This design comes from an exercise in tuning for small area on the open sky130 flow, not from production work. Where RTL was checked, it was by simulation tests only, not by an equivalence proof against the original. Only the layout flow was run in runs 1 and 2; the RTL was not checked for function there. Power is estimated from default activity; no workload was simulated.

==> design/flow/design.v <==
module ppp_rx (
    input             clk,
    input             rst,
    input             in_valid,
    input      [7:0]  in_data,
    output            pay_valid,
    output     [7:0]  pay_data,
    output            rec_valid,
    output            rec_err,
    output     [31:0] rec_w0,
    output     [31:0] rec_w1,
    output     [31:0] rec_w2,
    output     [31:0] rec_w3
);
    localparam [7:0]  FLAG = 8'h7E;
    localparam [7:0]  ESC  = 8'h7D;
    localparam [11:0] L_3013 = 12'hC1D;
    function [15:0] crc16_byte(input [15:0] crc_in, input [7:0] b);
        reg [7:0] x;
        begin
            x = crc_in[7:0] ^ b;
            x = x ^ {x[3:0], 4'h0};
            crc16_byte = {8'h00, crc_in[15:8]} ^ {x, 8'h00} ^ {5'h00, x, 3'h0} ^ {12'h000, x[7:4]};
        end
    endfunction
    reg        open_q;       
    reg        esc_q;        
    reg        pay_q;        
    reg [11:0] cnt;          
    reg [11:0] lfsr;         
    reg        acq;          
    reg        ctl;          
    reg        cx0, cx1;     
    reg [7:0]  b0, b1;       
    reg [7:0]  b2, b3;       
    reg [7:0]  d0, d1;       
    reg [15:0] crc;          
    wire over    = (lfsr == L_3013);    
    wire is_flag = in_valid && (in_data == FLAG);
    wire is_body = in_valid && open_q && (in_data != FLAG);
    wire push    = is_body && (esc_q || (in_data != ESC));
    wire [7:0] u = {in_data[7:6], in_data[5] ^ esc_q, in_data[4:0]};
    wire [2:0] cl   = cnt[2:0];
    wire       c_lt4 = (cnt[11:2] == 10'd0);
    wire       c_eq1 = c_lt4 && (cl[1:0] == 2'd1);
    wire       c_eq2 = c_lt4 && (cl[1:0] == 2'd2);
    wire       c_eq3 = c_lt4 && (cl[1:0] == 2'd3);
    wire acq_now = (b0 == 8'hFF) && (d0 == 8'h03);
    wire first = !pay_q && (((cl == 3'd3) && b0[0] && !acq_now) ||
                            ((cl == 3'd4) && !b0[0]) ||
                            ((cl == 3'd5) && b0[0]) ||
                            (cl == 3'd6));
    wire evict = pay_q || cl[2] || cl[1];
    wire emit  = push && (pay_q || first);
    wire is_ctl = !b0[0] &&
                  (((b0 == 8'hC0) && ((b1 == 8'h21) || (b1 == 8'h23))) ||
                   ((b0 == 8'h80) && ((b1 == 8'h21) || (b1 == 8'h57))));
    wire nonempty = pay_q || (cl != 3'd0) || esc_q;
    wire short = !pay_q && ((cl < 3'd3) ||
                            ((cl == 3'd3) && !b0[0]) ||
                            ((cl == 3'd4) && b0[0]) ||
                            ((cl == 3'd5) && !b0[0]));
    wire err = over || esc_q || short;
    wire        r_ac  = acq && !(!pay_q && (cl == 3'd3));
    wire        r_pc  = !ctl && b0[0];
    wire        s57   = !cx0 && cx1;
    wire [15:0] p_ctl = {1'b1, cx0, 6'd0, 1'b0, s57, !s57, s57, 1'b0, s57, cx1, 1'b1};
    wire [15:0] r_proto = ctl ? p_ctl : {b0[0] ? 8'h00 : b0, b1};
    wire [15:0] r_fcs_rx   = {d1, d0};
    wire [15:0] r_fcs_calc = ~crc;
    wire        r_fcs_ok   = (r_fcs_rx == r_fcs_calc);
    wire [15:0] len    = {b0, b1};
    wire        cv     = ctl && !c_lt4 && !err;
    wire        len_eq  = (len[15:12] == 4'h0) && (len[11:0] == cnt);
    wire        r_under = (len < 16'd4);
    wire        r_ovr   = !len_eq;
    wire [11:0] r_opt   = {cnt[11:2] - 10'd1, cnt[1:0]};
    assign rec_valid = !rst && is_flag && open_q && nonempty;
    assign rec_err   = err;
    assign rec_w0 = err ? {24'h0, 6'b001100, over, !over && esc_q}
                        : {10'h0, cv && r_under, cv && !r_under && r_ovr, cv, r_pc, r_ac,
                           r_fcs_ok, r_proto};
    assign rec_w1 = err ? 32'h0 : {r_fcs_calc, r_fcs_rx};
    assign rec_w2 = cv ? {b0, b1, b3, b2} : 32'h0;
    assign rec_w3 = {20'h0, (cv && !r_under) ? r_opt : 12'h0};
    assign pay_valid = !rst && emit;
    assign pay_data  = d0;
    always @(posedge clk) begin
        if (rst)
            open_q <= 1'b0;
        else if (is_flag)
            open_q <= 1'b1;
        if (is_flag) begin
            esc_q <= 1'b0;
            pay_q <= 1'b0;
            cnt   <= 12'd0;
            lfsr  <= 12'd0;
            ctl   <= 1'b0;
            crc   <= 16'hFFFF;
        end else if (is_body) begin
            if (!over)
                lfsr <= {lfsr[10:0], ~(lfsr[11] ^ lfsr[0])};
            if (push) begin
                esc_q <= 1'b0;
                d0 <= d1;
                d1 <= u;
                if (!(pay_q && !c_lt4 && len_eq))
                    cnt <= first ? 12'd1 : cnt + 12'd1;
                if (first)
                    pay_q <= 1'b1;
                if (evict)
                    crc <= crc16_byte(crc, d0);
                if (!pay_q) begin
                    if (cl == 3'd3)
                        acq <= acq_now;
                    if ((cl == 3'd2) || ((cl == 3'd4) && b0[0])) begin
                        b0 <= d0;
                        b1 <= d0;
                    end
                    if (((cl == 3'd3) || (cl == 3'd5)) && !b0[0])
                        b1 <= d0;
                end else begin
                    if (c_eq2) begin
                        ctl <= is_ctl;
                        cx0 <= b0[6];
                        cx1 <= b1[1];
                        if (is_ctl)
                            b0 <= d0;
                    end
                    if (c_eq3 && ctl)
                        b1 <= d0;
                    if (c_eq1)
                        b3 <= d0;
                end
                if (first)
                    b2 <= d0;
            end else begin
                esc_q <= 1'b1;
            end
        end
    end
endmodule
==> design/flow/flow/run.sh <==
#!/bin/bash
# The standard layout (standard.sh: the standard flow's synthesis and ORFS steps, unchanged
# scripts) with two arguments changed:
#  - port buffers are the smallest buffer (buf_1) instead of the default choice;
#  - clock tree synthesis inserts no dummy loads.
set -euo pipefail
export BUFFER_PORTS_ARGS="-buffer_cell sky130_fd_sc_hd__buf_1"
export CTS_ARGS="-sink_clustering_enable -repair_clock_nets -dont_use_dummy_load -buf_list sky130_fd_sc_hd__clkbuf_8"
export SKIP_REPAIR_TIE_FANOUT=1
bash standard.sh > standard_flow.log 2>&1
==> design/flow/standard.sh <==
#!/bin/bash
# synth_recipe.tcl (not shown) runs the flow's synth.tcl, then flattens the netlist and writes it again
# the make line also repeats each setting of config.mk as NAME=value (left out here)
make -C /OpenROAD-flow-scripts/flow DESIGN_CONFIG=/design/flow/config.mk WORK_HOME=/design/flow/orfs CLKGATE_MAP_FILE= SYNTH_SCRIPT=/design/flow/synth_recipe.tcl "${@:-finish}"
==> design/flow/config.mk <==
export PLATFORM = sky130hd
export DESIGN_NAME = ppp_rx
export DESIGN_NICKNAME = ppp_rx
export VERILOG_FILES = /design/flow/design.v
export SDC_FILE = /design/flow/constraint.sdc
export NUM_CORES = 4
export LEC_CHECK = 0
export CAP_MARGIN = 10
export CORE_MARGIN = 2
export CORE_UTILIZATION = 70
export SLEW_MARGIN = 10
==> design/flow/constraint.sdc <==
create_clock -name core_clock -period 5.5 [get_ports {clk}]
set_input_delay 1.1000 -clock core_clock [delete_from_list [all_inputs] [get_ports {clk}]]
set_output_delay 1.1000 -clock core_clock [all_outputs]
set_load 0.01 [all_outputs]
==> flow_metrics.py, run 1 <==
metrics = {
    "timing": {
        "fin_crit_ns": 4.42,
        "worst_slew_pin_slew_ns": 1.13,
        "maxSlewViolCount": 0,
        "hold_viol": 0,
        "finalWorstSetupSlack_ns": 1.08,
        "post-route-period-util_pct": 80.3,
        "hold_slack_ns": 0.508,
        "setup_tns_ns": 0,
        "maxSlewHeadroom_pct": 23.9,
        "finClkSkew_ns": 0.0363,
        "fmax_mhz": 226,
        "finalSetupViolations": 0,
        "rsz0062_at_grt": "false",
    },
    "logic_synthesis": {
        "synth.distinct_cells": 57,
        "synth-edff-count": 51,
        "synth_area_per_cell_um2": 9.64,
        "synth.area.top_cells": "edfxtp_1 28%, dfxtp_1 16%, xnor2_1 5.4%",
        "yosysWarnings": 1,
        "synth_top_area_share_pct": 28.0,
        "synthCells": 568,
        "yosys.area.top_type": "edfxtp_1",
        "ys_seq_elements": 95,
        "syn-cell-area_mm2": 0.00548,
        "ys_async_sr_fraction_pct": 0,
        "seq_area_frac_synth_pct": 44.0,
        "synth_flop_cell": "edfxtp_1",
    },
    "cts": {
        "clockBufferDepth": 2,
        "hold_buffers": 0,
        "cts_setup_buffers": 0,
        "cts_root_buffer": "clkbuf_8",
        "ctsResizeCount": 0,
        "cts_tree": "built",
        "htreeDepth": 3,
        "clk_pin_slew_ns": 0.07,
        "cts_sinks": 95,
        "insertion_delay_ns": 0.36,
        "numCtsBuffers": 9,
    },
    "worst_hold_path": {
        "holdPathStages": 0,
        "hold_class": "reg2reg",
        "min_from": "d1[6]$_DFFE_PP_",
        "whs_endpoint": "d0[6]$_DFFE_PP_",
    },
    "worst_setup_path": {
        "reg2reg_slack_ns": 2.66,
        "critical_path_required_ns": 4.40,
        "crit_chain": "inv_1 > ha_1 > a21oi_1 > o211ai_1 > a2111oi_4 > buf_4 > nand2_1 > a21oi_1 > buf_1",
        "cp_data_arrival_time_ns": 3.32,
        "cp-start-kind": "flip-flop",
        "r2r_cells": 5,
        "r2r-start": "b0[6]$_DFFE_PP_",
        "end_kind": "output pin",
        "timing.rr.end": "b0[3]$_DFFE_PP_",
        "path_common_cell": "a21oi_1",
        "crit_type": "reg2out",
        "critical-path-slowest-cell": "dfxtp_1",
        "critical_path.max_stage_delay_ns": 0.69,
        "crit_fanout": 33,
    },
    "power": {
        "ir_drop_uv": 171,
        "p_total_uw": 1380,
        "p_per_area_mw_per_mm2": 237,
        "power.leakage_uw": 0.00204,
    },
    "floorplan": {
        "core.rowCount": 32,
        "chipWidth_um": 92.5,
        "io_pins": 150,
        "core_area_mm2": 0.00765,
        "die_h_um": 92.5,
        "start_util_pct": 71.6,
        "die_area_mm2": 0.00855,
    },
    "drt": {
        "top_layer_used": "met4",
        "dr_total_vias": 4394,
        "drtIter0Drc": 531,
        "ant_nets": 0,
        "met3_length_um": 1090,
        "met1_length_um": 5650,
        "route.met2.wl_um": 6070,
        "vias_per_cell": 5.96,
        "firstDrtPassIters": 5,
        "routed_wl_um": 13000,
        "drc": 0,
        "wire_per_inst_um": 17.6,
    },
    "placement": {
        "gp_congestion": 0.946,
        "hpwl_um": 9330,
        "portBuffers": 118,
        "pre_cts_ws_ns": 1.48,
    },
    "job": {
        "maxCapViolCount": 0,
    },
    "cells_and_area": {
        "regArea_mm2": 0.00241,
        "multi_input_area_mm2": 0.00263,
        "layout-drive-gt1-share_pct": 5.04,
        "antenna_cells": 0,
        "finalNetCount": 656,
        "fillerInstances": 580,
        "area_delta_synth_final_pct": 6.53,
    },
    "outcome": {
        "status": "no timing/DRC/antenna violations",
    },
    "grt": {
        "antenna_found_initial": 0,
        "grt_overflow": 0,
        "grt_pass1_vias": 4073,
        "grt_pass1_wl_um": 20900,
        "grt_max_degree": 34,
        "track_usage_pct": 31.2,
    },
}
where the power goes:
part	internal [uW]	switching (uW)	total [uW]	leakage, uW
clock	147	208	355	0.0000647
combinational	89.2	145	234	0.00116
sequential	759	31.6	791	0.000818
layer usage:
layer | track usage, % | up-vias
li1 | - | 2090
met1 | 43.5 | 2071
met2 | 49.3 | 216
met3 | 7.40 | 17
met4 | 8.46 | 0
met5 | 0 | -
worst max path at each step:
stage,start,endpoint,cells past startpoint
after floorplan,in_data[7],rec_valid,5
after CTS,cnt[2]$_SDFFE_PP0P_,rec_w3[6],9
after detailed placement,in_data[0],pay_valid,7
after global placement,in_data[0],pay_valid,7
final,cnt[2]$_SDFFE_PP0P_,rec_w3[6],9
after global routing,cnt[2]$_SDFFE_PP0P_,rec_w3[6],9
registers in the layout (all words and copies together) (netlist names), 8 cells and up:
signal and count:
b2 8, b3 8, d0 8, b0 8
cnt 12, b1 8, lfsr 12, d1 8
crc 16
critical path: cells and delay by family, from the launching register on:
kind | cells | cell delay (ns)
simple gates | 1 | 0.33
buf+inv | 3 | 0.70
flops | 1 | 0.69
fa+ha+maj | 1 | 0.27
compound gates | 4 | 1.00
area by class of cell:
cell class | instances | share of cell area (%)
Inverter | 13 | 0.836
Clock buffer | 9 | 2.12
Multi-Input combinational cell | 393 | 45.1
Sequential cell | 95 | 41.3
Timing Repair Buffer | 125 | 8.45
Tap cell | 102 | 2.19
through the flow:
step | utilization [%] | instances | instance area (um2)
global placement | 74.6 | 727 | 5710
finish | 76.3 | 737 | 5830
CTS | 76.2 | 736 | 5830
detailed placement | 74.6 | 727 | 5710
floorplan | - | 568 | 5480
global route | 76.3 | 737 | 5830
cells in the mapped netlist, drive strengths merged, types with 8 or more instances:
cell,count
and2,48
and3,10
xnor2,34
clkbuf,14
xor2,19
ha,8
nand2,35
nor2,66
nor4,12
inv,13
edfxtp,51
nand3,10
nor3,14
o211ai,24
dfxtp,44
o21ai,15
buf,53
a211oi,9
mux2i,25
nand4,10
a21oi,9
kinds of logic (layout without fill, tap and decap cells):
kind of cell | count (synthesis) | after routing | share of synthesized area (%)
buf+inv | 80 | 147 | 8.57
compound gates | 75 | 75 | 10.0
flops | 95 | 95 | 44.0
fa+ha+maj | 8 | 8 | 1.83
simple gates | 228 | 228 | 21.8
mux | 28 | 28 | 5.19
xor+xnor | 53 | 53 | 8.48
other cells | 1 | 1 | 0.0685
layout by cell type (no fill, tap or decap), types with 3 or more instances in the layout:
master,synthesis,routed
nand3_1,10,10
nand2_1,35,35
a21oi_1,9,9
mux2i_1,25,25
inv_1,12,12
nand2b_1,4,4
buf_4,38,6
ha_1,8,8
nor2_1,66,66
o211ai_1,24,24
nor4_1,12,11
edfxtp_1,51,51
and2_1,47,47
nand4_1,10,10
xnor2_1,34,34
nor3_1,13,12
and4_1,3,3
a21boi_0,3,3
and3_1,10,10
dfxtp_1,44,44
clkbuf_8,0,9
o21ai_0,14,14
buf_1,0,118
mux2_2,3,3
a211oi_1,9,9
xor2_1,19,19
==> inputs of run 2 (changes only) <==
--- a/design/flow/flow/run.sh
+++ b/design/flow/flow/run.sh
@@ -7,4 +7,3 @@
 export BUFFER_PORTS_ARGS="-buffer_cell sky130_fd_sc_hd__buf_1"
-export CTS_ARGS="-sink_clustering_enable -repair_clock_nets -dont_use_dummy_load -buf_list sky130_fd_sc_hd__clkbuf_8"
-export SKIP_REPAIR_TIE_FANOUT=1
+export CTS_ARGS="-sink_clustering_enable -repair_clock_nets -dont_use_dummy_load -buf_list sky130_fd_sc_hd__clkbuf_16"
 bash standard.sh > standard_flow.log 2>&1
==> run 2 against run 1 <==
  * Non-clock buffer count decreased by 1
  * Combinational power is essentially flat
  * Wire length rose by 3.4%
  * Critical path depth is 1 higher
  * Global-route usage down 0.056 points
  * Still clean on timing, DRC and antenna
  * Highest routed layer unchanged
==> flow_metrics.py, run 2 <==
metrics = {
    "drt": {
        "wire_per_inst_um": 17.5,
        "vias_per_cell": 6.01,
        "ant_nets": 0,
        "drtIter0Drc": 450,
        "drc": 0,
        "firstDrtPassIters": 9,
        "dr_total_vias": 4605,
        "routed_wl_um": 13400,
    },
    "worst_setup_path": {
        "reg2reg_slack_ns": 2.60,
        "r2r_cells": 7,
        "end_kind": "output pin",
        "crit_fanout": 26,
        "crit_type": "reg2out",
        "r2r-start": "esc_q$_SDFFE_PP0N_",
        "critical_path_required_ns": 4.40,
        "timing.rr.end": "cnt[2]$_SDFFE_PP0P_",
        "cp-start-kind": "flip-flop",
        "cp_data_arrival_time_ns": 3.46,
    },
    "timing": {
        "hold_slack_ns": 0.505,
        "worst_slew_pin_slew_ns": 1.18,
        "hold_viol": 0,
        "fmax_mhz": 219,
        "fin_crit_ns": 4.56,
        "maxSlewHeadroom_pct": 20.6,
        "maxSlewViolCount": 0,
        "finalSetupViolations": 0,
        "post-route-period-util_pct": 82.9,
        "setup_tns_ns": 0,
        "rsz0062_at_grt": "false",
        "finClkSkew_ns": 0.0278,
    },
    "floorplan": {
        "core.rowCount": 32,
        "core_area_mm2": 0.00765,
        "start_util_pct": 71.6,
        "chipWidth_um": 92.5,
        "die_h_um": 92.5,
        "io_pins": 150,
        "die_area_mm2": 0.00855,
    },
    "logic_synthesis": {
        "yosys.area.top_type": "edfxtp_1",
        "synth-edff-count": 51,
        "synth.top_cells.by_count": "66 x nor2_1, 51 x edfxtp_1, 47 x and2_1",
        "synth.area.top_cells": "edfxtp_1 28%, dfxtp_1 16%, xnor2_1 5.4%",
        "synth_flop_cell": "edfxtp_1",
        "ys_seq_elements": 95,
        "seq_area_frac_synth_pct": 44.0,
        "synthCells": 568,
        "synth_area_per_cell_um2": 9.64,
        "yosysWarnings": 1,
        "yosys.cell_count.top_type": "nor2_1",
        "ys_async_sr_fraction_pct": 0,
        "synth.distinct_cells": 57,
        "syn-cell-area_mm2": 0.00548,
        "synth_top_area_share_pct": 28.0,
    },
    "cts": {
        "clockBufferDepth": 2,
        "hold_buffers": 0,
        "htreeDepth": 3,
        "ctsResizeCount": 0,
        "insertion_delay_ns": 0.34,
        "cts_tree": "built",
        "clk_pin_slew_ns": 0.06,
        "cts_sinks": 95,
        "cts_root_buffer": "clkbuf_16",
        "cts_setup_buffers": 0,
        "numCtsBuffers": 9,
    },
    "outcome": {
        "status": "no timing/DRC/antenna violations",
    },
    "cells_and_area": {
        "top_register": "crc",
        "utilization_pct": 79.0,
        "stdcell_area_mm2": 0.00604,
        "layout-drive-gt1-share_pct": 4.67,
        "area_delta_synth_final_pct": 10.3,
        "antenna_cells": 0,
        "final_common_cell": "buf_1",
        "largestRegisters": "crc x16, cnt x12, lfsr x12",
        "finalNetCount": 685,
        "largest_reg_flops": 16,
        "final_cell_mix": "118 x buf_1, 66 x nor2_1, 51 x edfxtp_1",
    },
    "power": {
        "p_total_uw": 1550,
        "power.leakage_uw": 0.00218,
        "p_per_area_mw_per_mm2": 256,
        "ir_drop_uv": 206,
    },
    "worst_hold_path": {
        "min_from": "d1[4]$_DFFE_PP_",
        "holdPathStages": 0,
        "whs_endpoint": "d0[4]$_DFFE_PP_",
        "hold_class": "reg2reg",
    },
    "grt": {
        "track_usage_pct": 31.1,
        "grt_max_degree": 34,
        "grt_pass1_vias": 4139,
        "antenna_found_initial": 0,
        "grt_overflow": 0,
        "grt_pass1_wl_um": 20800,
    },
    "placement": {
        "portBuffers": 118,
        "gp_congestion": 0.979,
        "placed_area_mm2": 0.00581,
        "hpwl_um": 9150,
    },
    "job": {
        "maxCapViolCount": 0,
    },
}
==> run 2: cell counts after synthesis <==
No cell type changed its count.
==> run 2: power by group <==
group          internal, uW  switching (uW)
Sequential              760            32.2
Clock                   288             232
Combinational          89.0             147
==> run 2: per-stage QoR <==
stage	std cells	worst slack (ns)
CTS	765	1.08
finish	766	0.940
detailed placement	756	1.51
floorplan	598	2.11
global route	766	0.765
global placement	756	1.63
==> run 2: layout make-up <==
type / count / area, um2
clock buffer: 9 / 225
fill: 523 / 1610
inverter: 13 / 48.8
multi-input combinational: 423 / 2740
sequential: 95 / 2410
tap: 102 / 128
timing repair buffer: 124 / 485
==> run 2: worst max path at each step <==
stage	startpoint	to	slack (ns)
floorplan	in_data[7]	rec_valid	2.11
global placement	cnt[2]$_SDFFE_PP0P_	rec_w0[17]	1.63
detailed placement	cnt[2]$_SDFFE_PP0P_	rec_w0[17]	1.51
CTS	cnt[2]$_SDFFE_PP0P_	rec_w0[17]	1.08
global route	cnt[2]$_SDFFE_PP0P_	rec_w0[17]	0.77
finish	cnt[2]$_SDFFE_PP0P_	rec_w0[17]	0.94
==> run 2: logic make-up (layout without fill, tap and decap cells) <==
logic type	count (synthesis)	after routing	share of synthesized area (%)
buffers and inverters	80	146	8.57
other	1	31	0.0685
xor gates and xnor gates	53	53	8.48
DFF	95	95	44.0
muxes	28	28	5.19
and+or+nand+nor	228	228	21.8
adders and majority gates	8	8	1.83
AOI/OAI and AO/OA	75	75	10.0
==> run 2: per-layer routing <==
layer  vias to the layer above  track usage (%)  routed length [um]
met5                         -                0                   0
met4                         0             13.1                 287
met3                        38             6.10                1300
met2                       308             48.9                6330
met1                      2141             42.5                5510
li1                       2118                -                   -
==> run 2: critical path: stages (launching register included) <==
cell,delay (ns)
dfxtp_1,0.71
inv_1,0.27
ha_1,0.31
a21oi_1,0.19
o211ai_1,0.19
a21oi_1,0.27
nor2b_1,0.17
buf_4,0.28
inv_2,0.26
a211oi_1,0.29
buf_1,0.19
==> inputs of run 3 (changes only) <==
--- a/design/flow/design.v
+++ b/design/flow/design.v
@@ -33,4 +33,5 @@
     reg        cx0, cx1;     
-    reg [7:0]  b0, b1;       
-    reg [7:0]  b2, b3;       
+    reg [7:0]  bn0, bn1;     
+    reg [7:0]  bn2, bn3;     
+    wire [7:0] b0 = ~bn0, b1 = ~bn1, b2 = ~bn2, b3 = ~bn3;
     reg [7:0]  d0, d1;       
@@ -116,7 +117,7 @@
                     if ((cl == 3'd2) || ((cl == 3'd4) && b0[0])) begin
-                        b0 <= d0;
-                        b1 <= d0;
+                        bn0 <= ~d0;
+                        bn1 <= ~d0;
                     end
                     if (((cl == 3'd3) || (cl == 3'd5)) && !b0[0])
-                        b1 <= d0;
+                        bn1 <= ~d0;
                 end else begin
@@ -127,11 +128,11 @@
                         if (is_ctl)
-                            b0 <= d0;
+                            bn0 <= ~d0;
                     end
                     if (c_eq3 && ctl)
-                        b1 <= d0;
+                        bn1 <= ~d0;
                     if (c_eq1)
-                        b3 <= d0;
+                        bn3 <= ~d0;
                 end
                 if (first)
-                    b2 <= d0;
+                    bn2 <= ~d0;
             end else begin
==> design/flow/flow/run.sh (replaced) <==
#!/bin/bash
# The standard layout (standard.sh: the standard flow's synthesis and ORFS steps, unchanged
# scripts) with these changes:
#  - port buffers are the smallest buffer (buf_1) instead of the default choice;
#  - clock tree synthesis inserts no dummy loads and uses clkbuf_8;
#  - the constant outputs share one tie cell (no tie fan-out repair).
set -euo pipefail
export BUFFER_PORTS_ARGS="-buffer_cell sky130_fd_sc_hd__buf_1"
export CTS_ARGS="-sink_clustering_enable -repair_clock_nets -dont_use_dummy_load -buf_list {sky130_fd_sc_hd__clkbuf_4 sky130_fd_sc_hd__clkbuf_8}"
export SKIP_REPAIR_TIE_FANOUT=1
bash standard.sh > standard_flow.log 2>&1
==> run 3 against run 2 <==
  * Final area decreased by 4.8%
  * Critical endpoint unchanged
  * Register-to-register slack improved by 0.04 ns
  * Largest cell class unchanged
  * Still clean on timing, DRC and antenna
  * Fmax decreased by 3.3%
==> flow_metrics.py, run 3 <==
metrics = {
    "power": {
        "pwr-share-comb_pct": 16.3,
        "internal_power_uw": 994,
        "p_total_uw": 1380,
        "pwr-share-clk_pct": 26.3,
        "pwr-share-seq_pct": 57.5,
        "p_sw_uw": 382,
        "swShare_pct": 27.8,
        "ir_drop_uv": 243,
        "p_per_area_mw_per_mm2": 239,
        "power.leakage_uw": 0.00207,
    },
    "logic_synthesis": {
        "synth_flop_cell": "edfxtp_1",
        "yosys.area.top_type": "edfxtp_1",
        "yosysWarnings": 1,
        "seq_area_frac_synth_pct": 44.7,
        "synth.mux.area_fraction_pct": 4.69,
        "synth-edff-count": 51,
        "syn-cell-area_mm2": 0.00539,
        "synth.area.top_cells": "edfxtp_1 28%, dfxtp_1 16%, nor2_1 7.4%",
        "synth_top_area_share_pct": 28.4,
        "synth_area_per_cell_um2": 9.22,
        "synth_fa_ha_area_share_pct": 1.86,
        "ys_async_sr_fraction_pct": 0,
        "synth-compound-area-share_pct": 10.5,
        "ys_seq_elements": 95,
        "synth_xor_area_share_pct": 8.61,
        "yosys.cell_count.top_type": "nor2_1",
        "synth_top_family_by_area": "simple AND/OR/NAND/NOR gates",
        "synth-simple-area-share_pct": 20.3,
        "synth.top_cells.by_count": "107 x nor2_1, 51 x edfxtp_1, 44 x dfxtp_1",
        "synthCells": 585,
        "synth.distinct_cells": 54,
    },
    "cells_and_area": {
        "largest_reg_flops": 16,
        "area_delta_synth_final_pct": 6.66,
        "largestRegisters": "crc x16, cnt x12, lfsr x12",
        "regArea_mm2": 0.00241,
        "finalNetCount": 672,
        "antenna_cells": 0,
        "final_common_cell": "buf_1",
        "multi_input_area_mm2": 0.00250,
        "layout-drive-gt1-share_pct": 3.69,
        "top_register": "crc",
        "final_cell_mix": "118 x buf_1, 107 x nor2_1, 51 x edfxtp_1",
        "stdcell_area_mm2": 0.00575,
        "fillerInstances": 552,
    },
    "grt": {
        "grt_max_degree": 35,
        "grt_pass1_vias": 4132,
        "antenna_found_initial": 0,
        "grt_pass1_wl_um": 20400,
        "track_usage_pct": 30.6,
        "grt_overflow": 0,
    },
    "worst_setup_path": {
        "crit_chain": "inv_1 > ha_1 > a21oi_1 > o211a_1 > o211a_1 > inv_1 > a211oi_1 > buf_1",
        "cp-start-kind": "flip-flop",
        "timing.rr.end": "bn0[6]$_DFFE_PP_",
        "critical-path-slowest-cell": "dfxtp_1",
        "critical_path_required_ns": 4.40,
        "cp_data_arrival_time_ns": 3.61,
        "end_kind": "output pin",
        "r2r-start": "cnt[2]$_SDFFE_PP0P_",
        "crit_fanout": 31,
        "r2r_cells": 7,
        "reg2reg_slack_ns": 2.64,
        "crit_type": "reg2out",
        "critical_path.max_stage_delay_ns": 0.66,
    },
    "drt": {
        "drtIter0Drc": 358,
        "firstDrtPassIters": 5,
        "vias_per_cell": 5.93,
        "drc": 0,
        "routed_wl_um": 12800,
        "ant_nets": 0,
        "wire_per_inst_um": 17.0,
        "dr_total_vias": 4466,
    },
    "floorplan": {
        "io_pins": 150,
        "chipWidth_um": 91.8,
        "core.rowCount": 32,
        "core_area_mm2": 0.00761,
        "die_area_mm2": 0.00842,
        "start_util_pct": 70.9,
        "die_h_um": 91.8,
    },
    "outcome": {
        "status": "no timing/DRC/antenna violations",
    },
    "worst_hold_path": {
        "hold_class": "reg2reg",
        "whs_endpoint": "lfsr[8]$_SDFFE_PP0P_",
        "min_from": "lfsr[7]$_SDFFE_PP0P_",
        "holdPathStages": 2,
    },
    "timing": {
        "finClkSkew_ns": 0.0364,
        "worst_slew_pin_slew_ns": 1.10,
        "fin_crit_ns": 4.71,
        "post-route-period-util_pct": 85.7,
        "hold_slack_ns": 0.489,
        "maxSlewViolCount": 0,
        "rsz0062_at_grt": "false",
        "fmax_mhz": 212,
        "setup_tns_ns": 0,
        "hold_viol": 0,
        "finalSetupViolations": 0,
        "maxSlewHeadroom_pct": 26.2,
    },
    "cts": {
        "insertion_delay_ns": 0.37,
        "ctsResizeCount": 0,
        "clockBufferDepth": 2,
        "clk_pin_slew_ns": 0.08,
        "numCtsBuffers": 9,
        "cts_sinks": 95,
        "cts_setup_buffers": 0,
        "cts_tree": "built",
        "hold_buffers": 0,
        "cts_root_buffer": "clkbuf_8",
        "htreeDepth": 3,
    },
    "placement": {
        "portBuffers": 118,
        "placed_area_mm2": 0.00562,
        "hpwl_um": 9320,
        "gp_congestion": 0.915,
    },
    "job": {
        "maxCapViolCount": 0,
    },
}
run 3: cell types whose count changed in the layout (fill, tap and decap cells not counted), moves of 4 or more:
| cell | delta |
|---|---|
| inv_1 | +14 |
| and2_1 | -35 |
| clkbuf_8 | +9 |
| and3_1 | -4 |
| nand3_1 | +4 |
| nand2_1 | +5 |
| conb_1 | -30 |
| clkbuf_16 | -9 |
| nor2_1 | +41 |
run 3: cells by family after synthesis:
kind of cell | after synthesis
mux | 25
compound gates | 78
flops | 95
other cells | 1
simple gates | 231
buf+inv | 94
xor+xnor | 53
fa+ha+maj | 8
run 3: how the worst max path moves through the flow:
| stage | to | from |
|---|---|---|
| 2_1_floorplan | pay_valid | in_data[1] |
| 3_3_place_gp | rec_w0[17] | cnt[2]$_SDFFE_PP0P_ |
| 3_5_place_dp | rec_w0[17] | cnt[2]$_SDFFE_PP0P_ |
| 4_1_cts | rec_w0[17] | cnt[2]$_SDFFE_PP0P_ |
| 5_1_grt | rec_w0[17] | cnt[2]$_SDFFE_PP0P_ |
| 6_report | rec_w0[17] | cnt[2]$_SDFFE_PP0P_ |
run 3: critical path, delay by kind of cell, from the launching register on:
kind	cells	cell delay (ns)
compound gates	4	1.29
buf+inv	3	1.02
flops	1	0.66
fa+ha+maj	1	0.29
run 3: per-stage QoR:
stage | utilization (%) | setup WS (ns) | instances
after floorplan | - | 1.97 | 585
after detailed placement | 73.9 | 1.28 | 743
after global routing | 75.6 | 0.555 | 753
after CTS | 75.6 | 0.905 | 752
final | 75.6 | 0.786 | 753
after global placement | 73.9 | 1.37 | 743
run 3: power by group through the flow:
stage                     combinational (uW)  sequential (uW)  clock [uW]
final                                    224              791         361
after global routing                     247              794         388
after CTS                                222              790         361
after detailed placement                 221              806           0
after global placement                   217              805           0
after floorplan                          193              793           0
run 3: cell type report:
class	instances	share of cell area (%)
Clock buffer	9	2.15
Inverter	26	1.70
Timing Repair Buffer	125	8.57
Sequential cell	95	41.9
Tap cell	102	2.22
Multi-Input combinational cell	396	43.4
run 3: metal layers:
layer / vias to the layer above / track usage, % / part of all wire [%]
met5: - / 0 / 0
met4: 0 / 12.3 / 2.0
met3: 24 / 5.83 / 8.6
met2: 231 / 47.1 / 46
met1: 2080 / 42.9 / 44
li1: 2131 / - / -
==> inputs of run 4 (changes only) <==
--- a/design/flow/flow/run.sh
+++ b/design/flow/flow/run.sh
@@ -8,3 +8,3 @@
 export BUFFER_PORTS_ARGS="-buffer_cell sky130_fd_sc_hd__buf_1"
-export CTS_ARGS="-sink_clustering_enable -repair_clock_nets -dont_use_dummy_load -buf_list {sky130_fd_sc_hd__clkbuf_4 sky130_fd_sc_hd__clkbuf_8}"
+export CTS_ARGS="-sink_clustering_enable -repair_clock_nets -dont_use_dummy_load -buf_list sky130_fd_sc_hd__clkbuf_8"
 export SKIP_REPAIR_TIE_FANOUT=1
==> run 4 against run 3 <==
  * First-iteration DRC count is the same
  * Die area is the same
  * Sequential cell count is the same
  * Worst hold slack is the same
  * Global-route usage is the same
  * Sequential power is essentially flat
  * Power is the same
  * Sequential share of layout area is the same
  * Clock skew is the same
  * Clock power is essentially flat
  * Count of clock-buffer cells in the layout is the same
  * Highest routed layer unchanged
==> flow_metrics.py, run 4 <==
metrics = {
    "outcome": {
        "status": "no timing/DRC/antenna violations",
    },
    "timing": {
        "fmax_mhz": 212,
        "worst_slew_pin_slew_ns": 1.10,
        "hold_viol": 0,
        "post-route-period-util_pct": 85.7,
        "finClkSkew_ns": 0.0364,
        "finalSetupViolations": 0,
        "setup_tns_ns": 0,
        "rsz0062_at_grt": "false",
        "maxSlewViolCount": 0,
        "maxSlewHeadroom_pct": 26.2,
        "fin_crit_ns": 4.71,
    },
    "grt": {
        "grt.met2_usage_pct": 47.1,
        "use_met1_pct": 42.9,
        "grt_overflow": 0,
        "top_usage_layer": "met2",
        "grt_max_degree": 35,
        "grt_pass1_wl_um": 20400,
        "track_usage_pct": 30.6,
        "antenna_found_initial": 0,
        "grt_pass1_vias": 4132,
        "gr-usage-met3_pct": 5.83,
    },
    "floorplan": {
        "io_pins": 150,
        "die_h_um": 91.8,
        "chipWidth_um": 91.8,
        "start_util_pct": 70.9,
        "core.rowCount": 32,
        "core_area_mm2": 0.00761,
        "die_area_mm2": 0.00842,
    },
    "worst_setup_path": {
        "cp-start-kind": "flip-flop",
        "cp_data_arrival_time_ns": 3.61,
        "end_kind": "output pin",
        "crit_fanout": 31,
        "r2r-start": "cnt[2]$_SDFFE_PP0P_",
        "crit_type": "reg2out",
        "critical_path_required_ns": 4.40,
        "critPathLaunch": "cnt[2]$_SDFFE_PP0P_",
    },
    "drt": {
        "vias_per_cell": 5.93,
        "drtIter0Drc": 358,
        "wire_per_inst_um": 17.0,
        "ant_nets": 0,
        "dr_total_vias": 4466,
        "routed_wl_um": 12800,
        "firstDrtPassIters": 5,
        "drc": 0,
    },
    "cells_and_area": {
        "fillerInstances": 552,
        "multi_input_area_mm2": 0.00250,
        "finalNetCount": 672,
        "top_register": "crc",
        "final_cell_mix": "118 x buf_1, 107 x nor2_1, 51 x edfxtp_1",
        "layout-drive-gt1-share_pct": 3.69,
        "largest_reg_flops": 16,
        "antenna_cells": 0,
        "area_delta_synth_final_pct": 6.66,
        "final_common_cell": "buf_1",
        "largestRegisters": "crc x16, cnt x12, lfsr x12",
        "regArea_mm2": 0.00241,
        "utilization_pct": 75.6,
    },
    "logic_synthesis": {
        "ys_async_sr_fraction_pct": 0,
        "synth-edff-count": 51,
        "synth_top_area_share_pct": 28.4,
        "syn-cell-area_mm2": 0.00539,
        "yosysWarnings": 1,
        "seq_area_frac_synth_pct": 44.7,
        "yosys.cell_count.top_type": "nor2_1",
        "synthCells": 585,
        "synth.distinct_cells": 54,
        "synth_area_per_cell_um2": 9.22,
        "synth.top_cells.by_count": "107 x nor2_1, 51 x edfxtp_1, 44 x dfxtp_1",
        "ys_seq_elements": 95,
        "yosys.area.top_type": "edfxtp_1",
        "synth_flop_cell": "edfxtp_1",
        "synth.area.top_cells": "edfxtp_1 28%, dfxtp_1 16%, nor2_1 7.4%",
    },
    "cts": {
        "cts_setup_buffers": 0,
        "insertion_delay_ns": 0.37,
        "cts_root_buffer": "clkbuf_8",
        "numCtsBuffers": 9,
        "clockBufferDepth": 2,
        "ctsResizeCount": 0,
        "hold_buffers": 0,
        "cts_tree": "built",
        "htreeDepth": 3,
        "clk_pin_slew_ns": 0.08,
        "cts_sinks": 95,
    },
    "worst_hold_path": {
        "min_from": "lfsr[7]$_SDFFE_PP0P_",
        "hold_class": "reg2reg",
    },
    "placement": {
        "portBuffers": 118,
        "hpwl_um": 9320,
        "gp_congestion": 0.915,
    },
    "power": {
        "p_per_area_mw_per_mm2": 239,
        "power.leakage_uw": 0.00207,
        "ir_drop_uv": 243,
    },
    "job": {
        "maxCapViolCount": 0,
    },
}
-- run 4: metal layers --
layer	vias up	routed length [um]
li1	2131	-
met1	2080	5590
met2	231	5840
met3	24	1100
met4	0	257
met5	-	0
-- run 4: stage by stage --
step	setup slack, ns	instances	total power, uW	hold WS, ns	area, um2
after floorplan	1.97	585	987	0.445	5390
after global placement	1.37	743	1020	0.469	5620
after detailed placement	1.28	743	1030	0.477	5620
after CTS	0.905	752	1370	0.490	5750
after global routing	0.555	753	1430	0.515	5750
final	0.786	753	1380	0.489	5750
-- run 4: area by class of cell --
| cell class | count | area share [%] |
|---|---|---|
| multi-input cells | 396 | 43.4 |
| flip-flops and latches | 95 | 41.9 |
| repair buffers | 125 | 8.57 |
| well taps | 102 | 2.22 |
| clock buffers | 9 | 2.15 |
| inverters | 26 | 1.70 |
-- run 4: final timing paths --
kind / endpoint / slack, ns / cells after the start
worst min-delay path: lfsr[8]$_SDFFE_PP0P_ / 0.49 / 2
worst min register to register: lfsr[8]$_SDFFE_PP0P_ / 0.49 / 2
worst max-delay path: rec_w0[17] / 0.79 / 8
worst max register to register: bn0[6]$_DFFE_PP_ / 2.64 / 7
-- run 4: kinds of logic (layout without fill, tap and decap cells) --
logic type | Yosys count | count (layout) | share of synthesized area (%)
AO/OA/AOI/OAI | 78 | 78 | 10.5
XOR/XNOR | 53 | 53 | 8.61
adder cells (fa/ha/maj) | 8 | 8 | 1.86
buffers and inverters | 94 | 160 | 9.26
flip-flops | 95 | 95 | 44.7
multiplexers | 25 | 25 | 4.69
other | 1 | 1 | 0.0695
AND/OR/NAND/NOR | 231 | 231 | 20.3
-- run 4: power breakdown --
part           internal [uW]  leakage, uW  total [uW]  switching [uW]
clock                    147    0.0000647         361             214
sequential               760     0.000819         791            30.8
combinational           87.0      0.00119         224             137
-- run 4: critical path, cell delays in order, from the launching register on --
cell and delay [ns]:
dfxtp_1 0.66, inv_1 0.28, ha_1 0.29, a21oi_1 0.21, o211a_1 0.19, o211a_1 0.41
inv_1 0.54, a211oi_1 0.48, buf_1 0.20
==> inputs of run 5 (changes only) <==
==> design/flow/flow/run.sh (replaced) <==
#!/bin/bash
# The standard layout (standard.sh: the standard flow's synthesis script and the ORFS
# steps, unchanged scripts) with these changes:
#  - synthesis maps the logic with an area-oriented ABC script
#    (flow/abc_area.script) in place of ORFS's speed script; the flip-flops
#    and everything else in synthesis are unchanged;
#  - port buffers are the smallest buffer (buf_1) instead of the default choice;
#  - clock tree synthesis inserts no dummy loads and uses clkbuf_8;
#  - the constant outputs share one tie cell (no tie fan-out repair).
set -euo pipefail
work=$PWD
{
  printf 'proc abc {args} { set i [lsearch -exact $args -script]; if {$i >= 0} { lset args [expr {$i + 1}] %s }; yosys abc {*}$args }\n' "$work/flow/abc_area.script"
  cat synth_recipe.tcl
} > my_synth.tcl
sed "s#SYNTH_SCRIPT=[^ ]*#SYNTH_SCRIPT=$work/my_synth.tcl#" standard.sh > my_standard.sh
grep -q "SYNTH_SCRIPT=$work/my_synth.tcl" my_standard.sh
export BUFFER_PORTS_ARGS="-buffer_cell sky130_fd_sc_hd__buf_1"
export CTS_ARGS="-sink_clustering_enable -repair_clock_nets -dont_use_dummy_load -buf_list sky130_fd_sc_hd__clkbuf_8"
export SKIP_REPAIR_TIE_FANOUT=1
bash my_standard.sh > standard_flow.log 2>&1
==> design/flow/flow/abc_area.script (new file) <==
strash
dc2
dch
amap
topo
--- a/design/flow/config.mk
+++ b/design/flow/config.mk
@@ -10,2 +10,3 @@
 export CORE_UTILIZATION = 70
+export GPL_TIMING_DRIVEN = 0
 export SLEW_MARGIN = 10
==> run 5 against run 4 <==
  * Combinational power increased by 43%
  * Worst hold slack got worse by 0.013 ns
  * Fmax fell by 8.0%
  * Critical path type unchanged
  * Clock power decreased by 2%
  * Power is 8.3% higher
  * Global-route usage is 2.8 points higher
  * Still clean on timing, DRC and antenna
==> flow_metrics.py, run 5 <==
metrics = {
    "logic_synthesis": {
        "ys_seq_elements": 95,
        "synthCells": 543,
        "synth.distinct_cells": 34,
        "yosysWarnings": 1,
        "yosys.area.top_type": "edfxtp_1",
        "synth_top_area_share_pct": 31.7,
        "synth_area_per_cell_um2": 8.89,
        "ys_async_sr_fraction_pct": 0,
        "synth-edff-count": 51,
        "syn-cell-area_mm2": 0.00483,
        "synth.top_cells.by_count": "121 x nor2_1, 78 x clkinv_1, 51 x edfxtp_1",
        "yosys.cell_count.top_type": "nor2_1",
        "seq_area_frac_synth_pct": 50.0,
        "synth.area.top_cells": "edfxtp_1 32%, dfxtp_1 18%, nor2_1 9.4%",
        "synth_flop_cell": "edfxtp_1",
    },
    "worst_setup_path": {
        "timing.rr.end": "cnt[11]$_SDFFE_PP0P_",
        "cp-start-kind": "flip-flop",
        "cp_data_arrival_time_ns": 4.02,
        "r2r-start": "cnt[2]$_SDFFE_PP0P_",
        "crit_fanout": 34,
        "crit_chain": "clkinv_1 > ha_1 > nor2_1 > nor2_1 > a211oi_1 > o21ai_0 > nor2_2 > nand2_1 > nor2_1 > clkinv_2 > or2_1 > a221oi_1 > buf_1",
        "crit_type": "reg2out",
        "reg2reg_slack_ns": 1.33,
        "critical_path_required_ns": 4.40,
        "path_common_cell": "nor2_1",
        "crit_buf_inv": 3,
        "crit_path_end": "rec_w3[5]",
        "crit_cells": 13,
        "critical-path-slowest-cell": "or2_1",
        "r2r_cells": 18,
        "critPathLaunch": "cnt[2]$_SDFFE_PP0P_",
        "end_kind": "output pin",
        "critical_path.max_stage_delay_ns": 0.52,
        "cp_top_family": "simple AND/OR/NAND/NOR gates",
    },
    "placement": {
        "pre_cts_ws_ns": 0.178,
        "portBuffers": 118,
        "gp_congestion": 0.919,
        "hpwl_um": 9710,
    },
    "grt": {
        "grt_max_degree": 39,
        "grt_overflow": 0,
        "grt_pass1_wl_um": 19800,
        "track_usage_pct": 33.4,
        "grt_pass1_vias": 4105,
        "antenna_found_initial": 0,
    },
    "timing": {
        "hold_viol": 0,
        "post-route-period-util_pct": 93.2,
        "finalWorstSetupSlack_ns": 0.376,
        "finalSetupViolations": 0,
        "maxSlewViolCount": 0,
        "finClkSkew_ns": 0.0207,
        "worst_slew_pin_slew_ns": 1.03,
        "maxSlewHeadroom_pct": 31.1,
        "fmax_mhz": 195,
        "setup_tns_ns": 0,
        "rsz0062_at_grt": "false",
        "fin_crit_ns": 5.12,
    },
    "cells_and_area": {
        "largest_reg_flops": 16,
        "antenna_cells": 0,
        "finalNetCount": 694,
        "area_delta_synth_final_pct": 14.9,
        "final_cell_mix": "120 x nor2_1, 118 x buf_1, 77 x clkinv_1",
        "final_common_cell": "nor2_1",
        "fillerInstances": 446,
        "top_register": "crc",
        "layout-drive-gt1-share_pct": 7.43,
        "largestRegisters": "crc x16, cnt x12, lfsr x12",
    },
    "drt": {
        "dr_total_vias": 4693,
        "ant_nets": 0,
        "drc": 0,
        "routed_wl_um": 13200,
        "vias_per_cell": 6.23,
        "firstDrtPassIters": 6,
        "wire_per_inst_um": 17.6,
        "drtIter0Drc": 435,
    },
    "floorplan": {
        "die_area_mm2": 0.00758,
        "core_area_mm2": 0.00672,
        "core.rowCount": 30,
        "io_pins": 150,
        "chipWidth_um": 87.0,
        "die_h_um": 87.0,
        "start_util_pct": 71.8,
    },
    "cts": {
        "insertion_delay_ns": 0.35,
        "numCtsBuffers": 9,
        "cts_sinks": 95,
        "clockBufferDepth": 2,
        "cts_tree": "built",
        "htreeDepth": 3,
        "cts_root_buffer": "clkbuf_8",
        "clk_pin_slew_ns": 0.08,
    },
    "job": {
        "maxCapViolCount": 0,
    },
    "power": {
        "power.leakage_uw": 0.00191,
        "p_per_area_mw_per_mm2": 269,
        "p_total_uw": 1490,
        "ir_drop_uv": 229,
    },
    "outcome": {
        "status": "no timing/DRC/antenna violations",
    },
    "worst_hold_path": {
        "hold_class": "reg2reg",
    },
}
==> run 5: cell types whose count changed after synthesis, moves of 9 or more <==
cell / previous run / this run
clkbuf_1: 21 / 0
o221ai_1: 0 / 16
clkinv_1: 0 / 78
nand3_1: 14 / 5
inv_1: 26 / 0
o22ai_1: 1 / 27
nor2_1: 107 / 121
o211ai_1: 27 / 0
buf_2: 11 / 0
xor2_1: 19 / 0
xnor2_1: 34 / 0
and2_1: 12 / 0
mux2i_1: 23 / 0
==> run 5: final cells by class <==
type / instances / area (um2) / area share (%)
Multi-Input combinational cell: 339 / 1920 / 34.6
Sequential cell: 95 / 2410 / 43.5
Inverter: 78 / 294 / 5.30
Clock buffer: 9 / 124 / 2.23
Tap cell: 80 / 100 / 1.80
Buffer: 31 / 233 / 4.20
Timing Repair Buffer: 121 / 465 / 8.39
==> run 5: metal layers <==
layer / global-route usage [%] / share of wire [%] / up-vias
li1: - / - / 2189
met1: 42.2 / 38 / 2144
met2: 57.7 / 51 / 315
met3: 4.45 / 8.1 / 45
met4: 14.2 / 3.0 / 0
met5: 0 / 0 / -
==> run 5: worst reg2reg max path: stages, from the launching register on <==
cell and delay, ns:
dfxtp_1 0.38, clkinv_1 0.23, ha_1 0.20, nand4_1 0.08
nor4_1 0.74, nor2_1 0.18, a21oi_1 0.43, clkinv_1 0.20
nor3_1 0.29, nand2_1 0.11, nor2_1 0.13, nand2_1 0.08
nor2_1 0.18, clkinv_1 0.12, nor3_1 0.18, nand2_1 0.09
nor2_1 0.17, nor2_1 0.08, a211oi_1 0.20
==> run 5: what timing repair did <==
action | 4_1_cts | 5_1_grt
resized for setup | 1 | 2
buffers inserted | 0 | 0
hold buffers | 0 | 0
endpoints found under the setup margin | 13 | 12
==> run 5: kinds of logic after synthesis <==
| group | share of synthesized area, % |
|---|---|
| flops | 50.0 |
| other cells | 0.0777 |
| buf+inv | 10.9 |
| simple gates | 18.7 |
| compound gates | 18.2 |
| fa+ha+maj | 2.07 |
==> run 5: worst min-delay path by stage <==
stage / startpoint / endpoint / slack [ns] / depth (start not counted)
5_1_grt: lfsr[2]$_SDFFE_PP0P_ / lfsr[2]$_SDFFE_PP0P_ / 0.51 / 2
3_3_place_gp: lfsr[2]$_SDFFE_PP0P_ / lfsr[2]$_SDFFE_PP0P_ / 0.45 / 2
3_5_place_dp: lfsr[2]$_SDFFE_PP0P_ / lfsr[2]$_SDFFE_PP0P_ / 0.47 / 2
6_report: lfsr[2]$_SDFFE_PP0P_ / lfsr[2]$_SDFFE_PP0P_ / 0.48 / 2
4_1_cts: lfsr[2]$_SDFFE_PP0P_ / lfsr[2]$_SDFFE_PP0P_ / 0.48 / 2
2_1_floorplan: open_q$_SDFFE_PP0P_ / open_q$_SDFFE_PP0P_ / 0.43 / 2
==> run 5: stage by stage <==
step                      cell area [um2]  utilization (%)  hold slack (ns)  std cells
after global placement               5370             79.9            0.447        741
final                                5550             82.6            0.476        753
after global routing                 5550             82.6            0.507        753
after floorplan                      4830                -            0.428        543
after detailed placement             5400             80.4            0.468        744
after CTS                            5530             82.3            0.478        753
==> run 5: power breakdown <==
group | internal [uW] | switching, uW | leakage, uW
sequential | 777 | 39.1 | 0.000827
clock | 147 | 206 | 0.0000647
combinational | 115 | 205 | 0.00102
==> inputs of run 6 (changes only) <==
--- a/design/flow/config.mk
+++ b/design/flow/config.mk
@@ -10,3 +10,2 @@
 export CORE_UTILIZATION = 70
-export GPL_TIMING_DRIVEN = 0
 export SLEW_MARGIN = 10
==> run 6 against run 5 <==
  * Still clean
  * Sequential share of layout area rose by 1.7 points
  * Wire length down 2.9%
  * Clock power rose by 1%
  * Die area is the same
  * Combinational power shrank 5%
  * Area after synthesis did not move
  * Sequential power is essentially flat
  * Critical path depth is 1 higher
  * Worst hold slack gained 0.0020 ns
  * Synthesized cell count did not move
  * First-iteration DRC count is 32% lower
==> flow_metrics.py, run 6 <==
metrics = {
    "outcome": {
        "status": "no timing/DRC/antenna violations",
    },
    "grt": {
        "grt_max_degree": 35,
        "track_usage_pct": 34.0,
        "antenna_found_initial": 0,
        "grt_pass1_wl_um": 19900,
        "grt_overflow": 0,
        "grt_pass1_vias": 4144,
    },
    "worst_hold_path": {
        "min_from": "open_q$_SDFFE_PP0P_",
        "hold_class": "reg2reg",
        "holdPathStages": 2,
        "whs_endpoint": "open_q$_SDFFE_PP0P_",
    },
    "drt": {
        "firstDrtPassIters": 6,
        "ant_nets": 0,
        "drc": 0,
        "dr_total_vias": 4575,
        "drtIter0Drc": 295,
        "routed_wl_um": 12900,
        "wire_per_inst_um": 17.7,
        "vias_per_cell": 6.29,
    },
    "placement": {
        "gp_congestion": 0.875,
        "hpwl_um": 9530,
        "portBuffers": 118,
    },
    "worst_setup_path": {
        "crit_fanout": 34,
        "critical-path-slowest-cell": "or2_0",
        "timing.rr.end": "cnt[11]$_SDFFE_PP0P_",
        "critical_path.max_stage_delay_ns": 0.50,
        "end_kind": "output pin",
        "reg2reg_slack_ns": 1.46,
        "crit_chain": "clkinv_1 > ha_1 > nor2_1 > nor2_1 > a211oi_1 > o21ai_0 > nor2_1 > nand2_1 > nor2_1 > clkinv_1 > buf_4 > or2_0 > a221oi_1 > buf_1",
        "r2r-start": "cnt[2]$_SDFFE_PP0P_",
        "r2r_cells": 18,
        "critical_path_required_ns": 4.40,
        "cp_data_arrival_time_ns": 4.02,
        "cp_top_family": "simple AND/OR/NAND/NOR gates",
        "crit_buf_inv": 4,
        "path_common_cell": "nor2_1",
        "cp-start-kind": "flip-flop",
        "crit_type": "reg2out",
    },
    "floorplan": {
        "die_area_mm2": 0.00758,
        "chipWidth_um": 87.0,
        "start_util_pct": 71.8,
        "die_h_um": 87.0,
        "io_pins": 150,
        "core.rowCount": 30,
        "core_area_mm2": 0.00672,
    },
    "cts": {
        "insertion_delay_ns": 0.36,
        "clk_pin_slew_ns": 0.08,
        "htreeDepth": 3,
        "ctsResizeCount": 0,
        "hold_buffers": 0,
        "cts_tree": "built",
        "cts_setup_buffers": 0,
        "clockBufferDepth": 2,
        "cts_root_buffer": "clkbuf_8",
        "cts_sinks": 95,
        "numCtsBuffers": 9,
    },
    "logic_synthesis": {
        "synth-compound-area-share_pct": 18.2,
        "ys_seq_elements": 95,
        "synth_top_family_by_area": "simple AND/OR/NAND/NOR gates",
        "synth-edff-count": 51,
        "syn-cell-area_mm2": 0.00483,
        "synth.distinct_cells": 34,
        "synth_flop_cell": "edfxtp_1",
        "synth.area.top_cells": "edfxtp_1 32%, dfxtp_1 18%, nor2_1 9.4%",
        "yosys.cell_count.top_type": "nor2_1",
        "yosys.area.top_type": "edfxtp_1",
        "seq_area_frac_synth_pct": 50.0,
        "synthCells": 543,
        "ys_async_sr_fraction_pct": 0,
        "synth.mux.area_fraction_pct": 0,
        "synth_area_per_cell_um2": 8.89,
        "synth_xor_area_share_pct": 0,
        "synth_top_area_share_pct": 31.7,
        "synth_fa_ha_area_share_pct": 2.07,
        "synth.top_cells.by_count": "121 x nor2_1, 78 x clkinv_1, 51 x edfxtp_1",
        "yosysWarnings": 1,
        "synth-simple-area-share_pct": 18.7,
    },
    "cells_and_area": {
        "finalNetCount": 668,
        "utilization_pct": 79.4,
        "final_cell_mix": "121 x nor2_1, 118 x buf_1, 78 x clkinv_1",
        "final_common_cell": "nor2_1",
        "layout-drive-gt1-share_pct": 3.09,
        "largest_reg_flops": 16,
        "largestRegisters": "crc x16, cnt x12, lfsr x12",
        "area_delta_synth_final_pct": 10.5,
        "antenna_cells": 0,
        "top_register": "crc",
    },
    "power": {
        "ir_drop_uv": 215,
        "p_per_area_mw_per_mm2": 277,
        "power.leakage_uw": 0.00176,
        "p_total_uw": 1480,
    },
    "timing": {
        "hold_slack_ns": 0.478,
        "fin_crit_ns": 5.12,
        "rsz0062_at_grt": "false",
        "post-route-period-util_pct": 93.0,
        "fmax_mhz": 195,
        "worst_slew_pin_slew_ns": 0.864,
        "maxSlewHeadroom_pct": 41.9,
        "hold_viol": 0,
        "maxSlewViolCount": 0,
        "setup_tns_ns": 0,
        "finClkSkew_ns": 0.0263,
        "finalSetupViolations": 0,
    },
    "job": {
        "maxCapViolCount": 0,
    },
}
==> run 6: how the worst max path moves through the flow <==
stage | from | end | cells after the start
floorplan | in_data[7] | cnt[11]$_SDFFE_PP0P_ | 17
global placement | cnt[2]$_SDFFE_PP0P_ | rec_w3[5] | 14
detailed placement | cnt[2]$_SDFFE_PP0P_ | rec_w3[7] | 14
CTS | cnt[2]$_SDFFE_PP0P_ | rec_w3[7] | 14
global route | cnt[2]$_SDFFE_PP0P_ | rec_w3[5] | 14
finish | cnt[2]$_SDFFE_PP0P_ | rec_w3[7] | 14
==> run 6: cell families (layout without fill, tap and decap cells) <==
group	after synthesis	count (layout)
AOI/OAI and AO/OA	125	125
other	1	1
adders and majority gates	8	8
DFF	95	95
and+or+nand+nor	205	205
buffers and inverters	109	213
==> run 6: area by class of cell <==
class | instances | area [um2]
inverter | 78 | 293
sequential | 95 | 2410
fill | 490 | 1380
multi-input combinational | 339 | 1900
timing repair buffer | 126 | 503
clock buffer | 9 | 124
tap | 80 | 100
==> run 6: per-layer routing <==
metal	vias to the layer above	track usage, %	routed length [um]
li1	2139	-	-
met1	2088	42.9	5060
met2	302	56.6	6290
met3	46	6.82	1100
met4	0	15.2	402
met5	-	0	0
==> run 6: tightest hold or removal path, stage by stage (launching register included) <==
cell,delay (ns)
dfxtp_1,0.33
clkinv_1,0.05
a21oi_1,0.05
==> run 6: report_power, final <==
part	total (uW)	internal [uW]	switching (uW)	leakage, uW
Sequential	816	777	38.3	0.000827
Clock	357	147	210	0.0000647
Combinational	305	102	203	0.000870
==> run 6: through the flow <==
step | instance area (um2) | cells | setup slack, ns
after CTS | 5330 | 727 | 0.468
final | 5340 | 727 | 0.383
after detailed placement | 5200 | 718 | 0.849
after global placement | 5200 | 718 | 0.979
after floorplan | 4830 | 543 | 0.358
after global routing | 5340 | 727 | 0.0583
==> inputs of run 7 (changes only) <==
--- a/design/flow/config.mk
+++ b/design/flow/config.mk
@@ -7,5 +7,5 @@
 export LEC_CHECK = 0
-export CAP_MARGIN = 10
+export CAP_MARGIN = 0
 export CORE_MARGIN = 2
-export CORE_UTILIZATION = 70
-export SLEW_MARGIN = 10
+export CORE_UTILIZATION = 80
+export SLEW_MARGIN = 0
==> run 7 against run 6 <==
  * Highest routed layer unchanged
  * Sequential power barely moved
  * Sequential share of layout area rose by 0.18 points
  * Largest cell class unchanged
  * Power rose by 1.2%
  * Critical endpoint unchanged
  * Largest power group unchanged
  * Still clean
  * First-iteration DRC count rose to 2.7 times the previous value
==> flow_metrics.py, run 7 <==
metrics = {
    "outcome": {
        "status": "no timing/DRC/antenna violations",
    },
    "placement": {
        "portBuffers": 118,
        "gp_congestion": 0.977,
        "hpwl_um": 9950,
    },
    "cts": {
        "hold_buffers": 0,
        "cts_tree": "built",
        "cts_setup_buffers": 0,
        "cts_sinks": 95,
        "clk_pin_slew_ns": 0.09,
        "numCtsBuffers": 9,
        "cts_root_buffer": "clkbuf_8",
        "ctsResizeCount": 0,
        "insertion_delay_ns": 0.36,
        "clockBufferDepth": 2,
        "htreeDepth": 3,
    },
    "logic_synthesis": {
        "ys_seq_elements": 95,
        "synth_flop_cell": "edfxtp_1",
        "yosysWarnings": 1,
        "synth.area.top_cells": "edfxtp_1 32%, dfxtp_1 18%, nor2_1 9.4%",
        "synthCells": 543,
        "syn-cell-area_mm2": 0.00483,
        "synth.distinct_cells": 34,
        "seq_area_frac_synth_pct": 50.0,
        "synth.top_cells.by_count": "121 x nor2_1, 78 x clkinv_1, 51 x edfxtp_1",
        "synth_top_area_share_pct": 31.7,
        "yosys.cell_count.top_type": "nor2_1",
        "synth-edff-count": 51,
        "yosys.area.top_type": "edfxtp_1",
        "synth_area_per_cell_um2": 8.89,
        "ys_async_sr_fraction_pct": 0,
    },
    "power": {
        "power.leakage_uw": 0.00175,
        "p_per_area_mw_per_mm2": 281,
        "p_total_uw": 1490,
        "ir_drop_uv": 226,
    },
    "floorplan": {
        "chipWidth_um": 81.7,
        "core.rowCount": 28,
        "io_pins": 150,
        "die_area_mm2": 0.00667,
        "die_h_um": 81.7,
        "start_util_pct": 82.0,
        "core_area_mm2": 0.00589,
    },
    "timing": {
        "finClkSkew_ns": 0.0208,
        "post-route-period-util_pct": 90.5,
        "setup_tns_ns": 0,
        "maxSlewViolCount": 0,
        "rsz0062_at_grt": "false",
        "worst_slew_pin_slew_ns": 1.23,
        "maxSlewHeadroom_pct": 17.3,
        "fmax_mhz": 201,
        "fin_crit_ns": 4.98,
        "hold_viol": 0,
        "finalSetupViolations": 0,
    },
    "cells_and_area": {
        "layout-drive-gt1-share_pct": 2.79,
        "fillerInstances": 274,
        "largest_reg_flops": 16,
        "top_register": "crc",
        "antenna_cells": 0,
        "final_common_cell": "nor2_1",
        "finalNetCount": 667,
        "largestRegisters": "crc x16, cnt x12, lfsr x12",
        "final_cell_mix": "120 x nor2_1, 118 x buf_1, 78 x clkinv_1",
        "area_delta_synth_final_pct": 10.1,
    },
    "worst_setup_path": {
        "crit_type": "reg2out",
        "cp-start-kind": "flip-flop",
        "path_common_cell": "nor2_1",
        "crit_fanout": 13,
        "end_kind": "output pin",
        "crit_chain": "clkinv_1 > ha_1 > nor2_1 > nor2_1 > a211oi_1 > o21ai_0 > nor2_2 > nand2_1 > nor2_1 > clkinv_1 > or2_0 > a221oi_1 > buf_1",
        "crit_buf_inv": 3,
        "reg2reg_slack_ns": 1.44,
        "critical-path-slowest-cell": "or2_0",
        "cp_top_family": "simple AND/OR/NAND/NOR gates",
        "critical_path.max_stage_delay_ns": 0.47,
        "critical_path_required_ns": 4.40,
        "cp_data_arrival_time_ns": 3.88,
    },
    "grt": {
        "track_usage_pct": 43.6,
        "antenna_found_initial": 0,
        "grt_pass1_wl_um": 21900,
        "grt_max_degree": 39,
        "grt_pass1_vias": 4467,
        "grt_overflow": 0,
    },
    "job": {
        "maxCapViolCount": 0,
    },
    "drt": {
        "ant_nets": 0,
        "firstDrtPassIters": 10,
        "vias_per_cell": 6.84,
        "wire_per_inst_um": 19.7,
        "drtIter0Drc": 789,
        "drc": 0,
        "dr_total_vias": 4934,
        "routed_wl_um": 14200,
    },
    "worst_hold_path": {
        "hold_class": "reg2reg",
    },
}
-- run 7: cell counts after synthesis --
No cell type changed its count.
-- run 7: per-stage QoR --
| stage | worst slack, ns | util, % | area, um2 | cells | hold WS (ns) |
|---|---|---|---|---|---|
| floorplan | 0.358 | - | 4830 | 543 | 0.428 |
| global placement | 1.33 | 88.2 | 5190 | 712 | 0.447 |
| detailed placement | 0.928 | 88.2 | 5190 | 712 | 0.458 |
| CTS | 0.522 | 90.3 | 5310 | 721 | 0.470 |
| global route | 0.131 | 90.3 | 5320 | 721 | 0.496 |
| finish | 0.521 | 90.3 | 5320 | 721 | 0.475 |
-- run 7: tightest hold or removal path, stage by stage, from the launching register on --
cell and delay [ns]:
dfxtp_1 0.31, clkinv_1 0.06, a21oi_1 0.06
-- run 7: final timing paths --
check	start	endpoint	cells after the start
setup / recovery	cnt[2]$_SDFFE_PP0P_	rec_w3[7]	13
hold / removal	lfsr[2]$_SDFFE_PP0P_	lfsr[2]$_SDFFE_PP0P_	2
hold reg to reg	lfsr[2]$_SDFFE_PP0P_	lfsr[2]$_SDFFE_PP0P_	2
setup reg to reg	cnt[2]$_SDFFE_PP0P_	cnt[11]$_SDFFE_PP0P_	18
-- run 7: cell type report --
type | count | area [um2] | share of cell area (%)
Sequential cell | 95 | 2410 | 45.4
Timing Repair Buffer | 125 | 495 | 9.32
Tap cell | 75 | 93.8 | 1.77
Clock buffer | 9 | 124 | 2.33
Inverter | 78 | 293 | 5.51
Multi-Input combinational cell | 339 | 1900 | 35.7
-- run 7: power breakdown --
group          total (uW)  internal (uW)  leakage [uW]  switching (uW)
sequential            819            777      0.000827            41.4
combinational         317            103      0.000863             214
clock                 359            147     0.0000647             212
-- run 7: cell families (layout without fill, tap and decap cells) --
logic type,count (synthesis),in the layout,synth area share [%]
AOI/OAI and AO/OA,125,125,18.2
adders and majority gates,8,8,2.07
buffers and inverters,109,212,10.9
DFF,95,95,50.0
other,1,1,0.0777
and+or+nand+nor,205,205,18.7
-- run 7: metal layers --
layer | track usage (%) | share of wire [%] | vias to the layer above | wire, um
li1 | - | - | 2125 | -
met1 | 53.1 | 34 | 2145 | 4840
met2 | 68.3 | 46 | 540 | 6500
met3 | 14.1 | 15 | 124 | 2080
met4 | 25.5 | 5.5 | 0 | 775
met5 | 0 | 0 | - | 0
==> inputs of run 8 (changes only) <==
==> design/flow/flow/abc_area.script (replaced) <==
strash
dc2
dc2
dch -f
amap
topo
==> run 8 against run 7 <==
  * Non-clock buffer count is the same
  * Via count grew 2.8%
  * Wire length grew 8.7%
  * Critical path depth shrank 1
  * Critical path type unchanged
  * Largest cell class unchanged
  * Still clean on timing, DRC and antenna
  * Die area shrank 0.45%
  * Count of clock-buffer cells in the layout is the same
  * First-iteration DRC count grew 22%
  * Sequential share of layout area grew 0.23 points
  * Core utilization grew 0.092 points
  * Synthesized cell count shrank 0.37%
  * Power shrank 1.1%
==> flow_metrics.py, run 8 <==
metrics = {
    "timing": {
        "fin_crit_ns": 5.09,
        "maxSlewHeadroom_pct": 7.99,
        "finalSetupViolations": 0,
        "maxSlewViolCount": 0,
        "finClkSkew_ns": 0.0201,
        "fmax_mhz": 196,
        "post-route-period-util_pct": 92.5,
        "hold_viol": 0,
    },
    "worst_setup_path": {
        "crit_fanout": 23,
        "critical_path_required_ns": 4.40,
        "r2r_cells": 15,
        "critical-path-slowest-cell": "clkinv_1",
        "timing.rr.end": "cnt[11]$_SDFFE_PP0P_",
        "path_common_cell": "nor2_1",
        "end_kind": "output pin",
        "crit_type": "reg2out",
        "reg2reg_slack_ns": 1.20,
    },
    "power": {
        "p_total_uw": 1480,
        "ir_drop_uv": 233,
        "p_per_area_mw_per_mm2": 280,
        "power.leakage_uw": 0.00175,
    },
    "cells_and_area": {
        "antenna_cells": 0,
        "largestRegisters": "crc x16, cnt x12, lfsr x12",
        "top_register": "crc",
        "finalNonFillerCells": 719,
    },
    "cts": {
        "hold_buffers": 0,
        "cts_sinks": 95,
        "cts_tree": "built",
    },
    "grt": {
        "track_usage_pct": 48.4,
        "grt_max_degree": 34,
        "antenna_found_initial": 0,
    },
    "floorplan": {
        "core_area_mm2": 0.00585,
        "start_util_pct": 82.1,
        "io_pins": 150,
        "die_h_um": 81.5,
    },
    "worst_hold_path": {
        "whs_endpoint": "open_q$_SDFFE_PP0P_",
        "hold_class": "reg2reg",
        "holdPathStages": 2,
    },
    "drt": {
        "routed_wl_um": 15400,
        "firstDrtPassIters": 12,
    },
    "logic_synthesis": {
        "synth_area_per_cell_um2": 8.88,
        "synth_top_area_share_pct": 31.9,
        "yosys.cell_count.top_type": "nor2_1",
        "synth.area.top_cells": "edfxtp_1 32%, dfxtp_1 18%, nor2_1 9.9%",
        "yosysWarnings": 1,
        "synth.top_cells.by_count": "127 x nor2_1, 77 x clkinv_1, 51 x edfxtp_1",
    },
    "placement": {
        "pre_cts_ws_ns": 0.945,
    },
    "outcome": {
        "status": "no timing/DRC/antenna violations",
    },
}
## run 8: worst max path at each step
stage	endpoint	slack [ns]	depth (start not counted)
2_1_floorplan	crc[10]$_SDFFE_PP1P_	1.21	8
3_3_place_gp	rec_w2[20]	1.26	13
3_5_place_dp	rec_w2[15]	0.94	13
4_1_cts	rec_w2[7]	0.43	13
5_1_grt	rec_w2[8]	0.18	13
6_report	rec_w1[8]	0.41	12
## run 8: kinds of logic (layout without fill, tap and decap cells)
logic type / after synthesis / after routing / share of synthesized area [%]
buffers and inverters: 108 / 211 / 10.9
AO/OA/AOI/OAI: 124 / 124 / 18.0
flip-flops: 95 / 95 / 50.2
other: 1 / 1 / 0.0781
AND/OR/NAND/NOR: 205 / 205 / 18.8
adder cells (fa/ha/maj): 8 / 8 / 2.08
## run 8: per-layer routing
metal  track usage [%]  up-vias  part of all wire (%)
li1                  -     2128                     -
met1              57.8     2212                    32
met2              74.8      563                    46
met3              16.8      168                    14
met4              31.0        0                   7.8
met5                 0        -                     0
## run 8: what timing repair did
| item | CTS | global route |
|---|---|---|
| resized for setup | 0 | 1 |
| endpoints found under the setup margin | 0 | 7 |
| hold endpoints to repair | 0 | 0 |
## run 8: area by class of cell
type | count | area [um2] | area share [%]
flip-flops and latches | 95 | 2410 | 45.6
clock buffers | 9 | 124 | 2.34
inverters | 77 | 293 | 5.54
multi-input cells | 338 | 1870 | 35.4
repair buffers | 125 | 495 | 9.37
well taps | 75 | 93.8 | 1.77
## run 8: power breakdown
part / leakage, uW / internal [uW] / switching (uW)
clock network: 0.0000647 / 147 / 229
registers: 0.000823 / 766 / 36.0
logic: 0.000864 / 91.8 / 209
total: 0.00175 / 1010 / 474
## run 8: worst max-delay path, delay by kind of cell, from the launching register on
kind,cells,cell delay [ns]
compound gates,2,0.32
buf+inv,4,1.51
simple gates,5,1.01
fa+ha+maj,1,0.27
flops,1,0.51
## run 8: through the flow
stage | instance area (um2) | utilization (%)
2_1_floorplan | 4800 | -
3_3_place_gp | 5160 | 88.2
3_5_place_dp | 5160 | 88.2
4_1_cts | 5290 | 90.3
5_1_grt | 5290 | 90.4
6_report | 5290 | 90.4

Check on run 8: ideal ports give 0.410 ns setup slack; a clkbuf_16 on the clock port and buf_2 on the inputs give 0.382 ns; moving port delays by the midpoint clock arrival (0.387 ns) as well gives 0.769 ns.
